Context: an optimization exercise on an open-source flow, tuned for small area, a short achievable clock period and few clock cycles. The choices shown serve that exercise and are no tape-out recipe. No functional check of the RTL was part of this run. Power and IR drop assume default switching activity.

==> design/flow/design.v <==
module frame_rx (
    input  wire        clk,
    input  wire        rst,
    input  wire        in_valid,
    input  wire [7:0]  in_data,
    output wire        in_ready,
    output wire        o_valid,
    input  wire        o_ready,
    output wire [1:0]  o_kind,    
    output wire [15:0] o_pn,
    output wire [7:0]  o_type,
    output wire [5:0]  o_len,
    output wire [31:0] o_sid,
    output wire [15:0] o_tf,
    output wire [15:0] o_fi,
    output wire [7:0]  o_data,
    output wire        o_last
);
    function [15:0] crc_byte;
        input [15:0] c_in;
        input [7:0]  b;
        integer k;
        reg [15:0] c;
        begin
            c = c_in ^ {b, 8'h00};
            for (k = 0; k < 8; k = k + 1)
                c = c[15] ? ((c << 1) ^ 16'h1021) : (c << 1);
            crc_byte = c;
        end
    endfunction
    function [15:0] crc_drop;
        input [7:0] b;
        integer k;
        reg [15:0] c;
        begin
            c = crc_byte(16'h0000, b);
            for (k = 0; k < 13; k = k + 1)
                c = crc_byte(c, 8'h00);
            crc_drop = c;
        end
    endfunction
    localparam [15:0] ROLL_CONST = 16'h8166;
    reg [7:0]  ring [0:63];
    reg [6:0]  wp;         
    reg [6:0]  h;          
    reg [6:0]  r;          
    reg [5:0]  j;          
    reg        drop;       
    reg [7:0]  w [0:12];   
    reg [15:0] wcrc;       
    reg [15:0] ccrc;       
    reg        lo_ok;
    reg        ov;
    reg [1:0]  okind;
    reg [7:0]  odata;
    reg        olast;
    reg [6:0]  p;          
    reg [5:0]  pc;         
    integer i;
    wire [6:0] f       = (ov && okind != 2'd2) ? p : h;
    wire [6:0] used    = wp - f;
    assign in_ready    = ~used[6];
    wire       acc_in  = in_valid & ~used[6];
    wire [7:0] b       = ring[r[5:0]];
    wire       avail   = (r != wp);
    wire [7:0] pbyte   = ring[p[5:0]];
    wire       fire    = ov & o_ready;
    wire       last_ev = (okind == 2'd2) || (okind == 2'd0 && pc == 6'd0) ||
                         (okind == 2'd1 && olast);
    wire       can_job = ~ov | (o_ready & last_ev);
    wire       wfree   = ~(ov && okind != 2'd1) | o_ready;
    wire       ps_bad  = (w[4] != 8'd0) || (w[3] > 8'd49);
    wire [5:0] ps      = w[3][5:0];
    wire [5:0] jlo     = ps + 6'd13;     
    wire [5:0] jhi     = ps + 6'd14;     
    wire [15:0] cur    = (j == 6'd13) ? wcrc : ccrc;
    wire       crc_ok  = lo_ok && (b == ccrc[15:8]);
    wire       t_le4   = (w[2] <= 8'd4);
    wire       t_le1   = (w[2] <= 8'd1);
    wire       in_fill = (j < 6'd13);
    wire       do_fill = in_fill && avail && wfree;
    wire       do_slide = (j == 6'd13) && (drop || ps_bad) && avail;
    wire       in_cont = !in_fill && !((j == 6'd13) && (drop || ps_bad));
    wire       at_end  = in_cont && (j == jhi);
    wire       emit_h  = crc_ok && t_le4;
    wire       emit_n  = !crc_ok && t_le1;
    wire       do_cont = in_cont && avail && !at_end;
    wire       do_end  = at_end && avail && (!(emit_h || emit_n) || can_job);
    wire       do_emit = do_end && (emit_h || emit_n);
    wire [15:0] fill_crc = crc_byte((j == 6'd0) ? 16'hFFFF : wcrc, b);
    wire [15:0] roll_crc = crc_byte(wcrc, b) ^ crc_drop(w[0]) ^ ROLL_CONST;
    always @(posedge clk) begin
        if (acc_in)
            ring[wp[5:0]] <= in_data;
    end
    always @(posedge clk) begin
        if (do_fill || do_slide) begin
            for (i = 0; i < 12; i = i + 1)
                w[i] <= w[i+1];
            w[12] <= b;
        end
    end
    always @(posedge clk) begin
        if (rst) begin
            wp    <= 7'd0;
            h     <= 7'd0;
            r     <= 7'd0;
            j     <= 6'd0;
            drop  <= 1'b0;
            wcrc  <= 16'hFFFF;
            ccrc  <= 16'hFFFF;
            lo_ok <= 1'b0;
            ov    <= 1'b0;
            okind <= 2'd0;
            odata <= 8'd0;
            olast <= 1'b0;
            p     <= 7'd0;
            pc    <= 6'd0;
        end else begin
            if (acc_in)
                wp <= wp + 7'd1;
            if (do_fill) begin
                wcrc <= fill_crc;
                j    <= j + 6'd1;
                r    <= r + 7'd1;
            end
            if (do_slide) begin
                wcrc <= roll_crc;
                h    <= h + 7'd1;
                r    <= r + 7'd1;
                drop <= 1'b0;
            end
            if (do_cont) begin
                ccrc <= (j < jlo) ? crc_byte(cur, b) : cur;
                if (j == jlo)
                    lo_ok <= (b == cur[7:0]);
                j <= j + 6'd1;
                r <= r + 7'd1;
            end
            if (do_end) begin
                if (emit_h || emit_n) begin
                    h <= h + {1'b0, ps} + 7'd15;
                    r <= r + 7'd1;
                    j <= 6'd0;
                end else begin
                    drop <= 1'b1;
                    r    <= h + 7'd13;
                    j    <= 6'd13;
                end
            end
            if (fire) begin
                if (okind == 2'd1 && !olast || okind == 2'd0 && pc != 6'd0) begin
                    okind <= 2'd1;
                    odata <= pbyte;
                    olast <= (pc == 6'd1);
                    p     <= p + 7'd1;
                    pc    <= pc - 6'd1;
                end else begin
                    ov <= 1'b0;
                end
            end
            if (do_emit) begin
                ov    <= 1'b1;
                okind <= emit_h ? 2'd0 : 2'd2;
                p     <= h + 7'd13;
                pc    <= ps;
            end
        end
    end
    assign o_valid = ov;
    assign o_kind  = okind;
    assign o_pn    = {w[1], w[0]};
    assign o_type  = w[2];
    assign o_len   = w[3][5:0];
    assign o_sid   = {w[8], w[7], w[6], w[5]};
    assign o_tf    = {w[10], w[9]};
    assign o_fi    = {w[12], w[11]};
    assign o_data  = odata;
    assign o_last  = olast;
endmodule
==> design/flow/run.sh <==
#!/bin/bash
# synth_recipe.tcl (not shown) runs the flow's synth.tcl, then flattens the netlist and writes it again
# the make line also repeats each setting of config.mk as NAME=value (left out here)
make -C /OpenROAD-flow-scripts/flow DESIGN_CONFIG=/design/flow/config.mk WORK_HOME=/design/flow/orfs CLKGATE_MAP_FILE= SYNTH_SCRIPT=/design/flow/synth_recipe.tcl finish
==> design/flow/config.mk <==
export PLATFORM = sky130hd
export DESIGN_NAME = frame_rx
export DESIGN_NICKNAME = frame_rx
export VERILOG_FILES = /design/flow/design.v
export SDC_FILE = /design/flow/constraint.sdc
export NUM_CORES = 4
export LEC_CHECK = 0
export CAP_MARGIN = 20
export CORE_MARGIN = 2
export CORE_UTILIZATION = 40
export PLACE_DENSITY = 0.6
export SLEW_MARGIN = 20
==> design/flow/constraint.sdc <==
create_clock -name core_clock -period 8.0 [get_ports {clk}]
set_input_delay 1.6000 -clock core_clock [delete_from_list [all_inputs] [get_ports {clk}]]
set_output_delay 1.6000 -clock core_clock [all_outputs]
set_load 0.01 [all_outputs]
==> notes.md <==
==> where the power goes <==
| group | switching (mW) | total, mW | leakage (nW) | internal (mW) |
|---|---|---|---|---|
| Clock | 1.54 | 3.64 | 1.25 | 2.10 |
| Combinational | 2.16 | 4.09 | 4.77 | 1.93 |
| Sequential | 0.434 | 4.99 | 6.38 | 4.55 |
| Total | 4.14 | 12.7 | 12.4 | 8.58 |
==> cell type report <==
class                           instances  area share
Clock buffer                           90      0.0517
Clock inverter                         55      0.0150
Inverter                               39     0.00375
Multi-Input combinational cell       1276       0.335
Sequential cell                       708       0.521
Tap cell                             1144      0.0366
Timing Repair Buffer                  156      0.0371
==> logic make-up (layout without fill, tap and decap cells) <==
kind of cell             after synthesis  count (layout)  synth area share
AO/OA/AOI/OAI                        253             253            0.0487
buffers and inverters                192             340            0.0261
flip-flops                           708             708             0.594
adder cells (fa/ha/maj)               38              38            0.0141
AND/OR/NAND/NOR                      443             443            0.0596
multiplexers                         370             370             0.214
XOR/XNOR                             172             172            0.0440
==> final timing paths <==
check	start	cells after the start	endpoint
min	w[11][4]$_DFFE_PP_	0	w[10][4]$_DFFE_PP_
min reg2reg	w[11][4]$_DFFE_PP_	0	w[10][4]$_DFFE_PP_
max	okind[1]$_SDFFE_PP0P_	13	in_ready
max reg2reg	flop	13	h[4]$_SDFF_PP0_
==> sequential cells by signal, indices dropped and copies added, names as in the netlist, named ones only <==
name and flops:
odata 8, w 104, drop 1, olast 1, okind 2, ccrc 16, ring 512, wp 7
wcrc 16, p 7, pc 6, h 7, lo_ok 1, r 7, j 6, ov 1
==> synthesized netlist by cell type, types with 6 or more instances <==
cell	n	area, µm²
nand3_1	27	135
nor3_1	18	90.1
nor2_1	151	567
inv_1	35	131
buf_4	16	120
buf_2	24	120
a211oi_1	10	75.1
mux2i_1	71	711
nand2b_1	8	50.1
ha_1	37	463
xor2_1	58	508
nor4_1	7	43.8
and3_1	12	75.1
dfxtp_1	92	1840
nand4_1	17	106
buf_6	8	90.1
nand2_1	139	522
o22ai_1	9	56.3
a21oi_1	73	365
nor2b_1	20	125
mux4_2	287	6460
xnor2_1	114	998
nand3b_1	6	45.0
mux2_2	10	113
a21o_1	10	75.1
o21ai_0	50	250
buf_1	27	101
clkbuf_1	76	285
o211ai_1	28	210
a211oi_2	9	113
or3_1	9	56.3
a22oi_1	8	60.1
a31oi_1	11	68.8
edfxtp_1	616	18500
==> metal layers <==
metal  GRT usage  part of all wire  up-vias
met5           0           0.00011        -
met4      0.0751             0.031        2
met3      0.0457             0.090      163
met2       0.342              0.47     1039
met1       0.307              0.41    10600
li1            -                 -     8745
==> metrics by stage <==
stage	instances	setup slack, ps	util
2_1_floorplan	2176	2310	-
3_3_place_gp	3321	2420	0.428
3_5_place_dp	3322	2180	0.428
4_1_cts	3467	2130	0.459
5_1_grt	3468	1790	0.459
6_report	3468	2140	0.459
==> metrics.csv <==
metric,value,unit
status,no timing/DRC/antenna violations,
post_cts_resized,0,
first_global_vias,20500,
num_antenna_cells,0,
avgSynthCellArea,15.7,µm²
grt_pass1_wl,141000,µm
yosys_warnings,2,
start_util,0.403,
hold_class,flop to flop,
grt_remaining_overflow,0,
crit_slowest_cell,o21ai_1,
fill_cells,7247,
clk_latency,640,ps
rsz0062_at_grt,no,
grt_usage,0.220,
worstMarginPinSlew,1170,ps
core,85000,µm²
fmax,171,MHz
setup_viol,0,
synth_edf_count,616,
cp_slowest_stage_delay,600,ps
cts_root_buffer,clkbuf_16,
layout.nets,2310,
hpwl,63300,µm
wl_per_cell,27.6,µm
antenna_found_initial,1,
critPathKind,flop to primary output,
cp_top_family,compound AO/OA/AOI/OAI gates,
clock_path_buffers,3,
ys_async_sr_fraction,0,
rrSetupSlack,2710,ps
netlist_instances,2176,
io-pin-count,119,
worst-path-buf-inv,4,
syn_nets,2226,
final_area,39100,µm²
period_share,0.733,
worst_clock_skew,28.9,ps
synthFlopType,edfxtp_1,
vias,20600,
grt_max_degree,81,
yosys_register_bits,708,
power_density,326,nW/µm²
drtIter0Drc,2387,
numCtsBuffers,79,
cts_setup_buffers,0,
final_common_cell,edfxtp_1,
relSlewSlack,0.219,
wl,95700,µm
die_w,297,µm
via_per_inst,5.94,
cp.required,6400,ps
register_area,20400,µm²
hold_violations,0,
cts_tree,built,
cts_max_level,3,
finalPower,12.7,mW
p_leak,12.4,nW
drc,0,
drive_gt1_frac,0.221,
path_max_fanout,9,
layout_min_cycle_time,5860,ps
final_cell_mix,"616 x edfxtp_1, 287 x mux4_2, 138 x nor2_1",
slew_violations,0,
crit_chain,inv_1 -> o21ai_1 -> mux2i_1 -> ha_1 -> inv_1 -> o21bai_1 -> a21oi_1 -> o21bai_1 -> a21o_1 -> a21oi_1 -> xor2_1 -> inv_2 -> clkdlybuf4s50_1,
multi_input_area,13100,µm²
drv_cap,0,
synthDistinctLibCells,76,
ant_nets,0,
gp_congestion,0.876,
dpl_cell_area,36400,µm²
ir_drop,0.000392,V
synthesis.area,34300,µm²
fp-row-count,107,
cp.arrival,4260,ps
port_buffers,118,
crit_path_end_kind,primary output,
fin_tns_setup,0,ps
hold_ws,444,ps
clock-sinks,708,
clk_pin_slew,60,ps
seq_area_frac_synth,0.594,
cts_hold_buf,0,
dieArea,88000,µm²
die_y,297,µm
dr.pass1.iters,5,
startpoint_type,flop,
area_growth,14.0,%

separate check: timing with driven ports:
How much do the figures lean on ideal ports? The routed layout below was timed once more, with nothing changed but the port constraints. Step 1 assumes that a clkbuf_16 drives the clock port and a buf_2 every other input. Step 2, shift: input delay + t, output delay - t, t = (earliest + latest rising clock arrival at the registers) / 2. This alone moves slack from input paths to output paths. a / b / c = ideal ports / drivers / drivers and shift; a / b = the first two.
shift t [ns]: 0.699
slack for setup (ns): 2.136 / 2.070 / 2.712
worst data-port slew with drivers (ns): 0.09
After both steps this run still meets setup and hold. For this run, drivers alone change the setup slack by -0.066 ns; drivers and shift together by +0.576 ns.
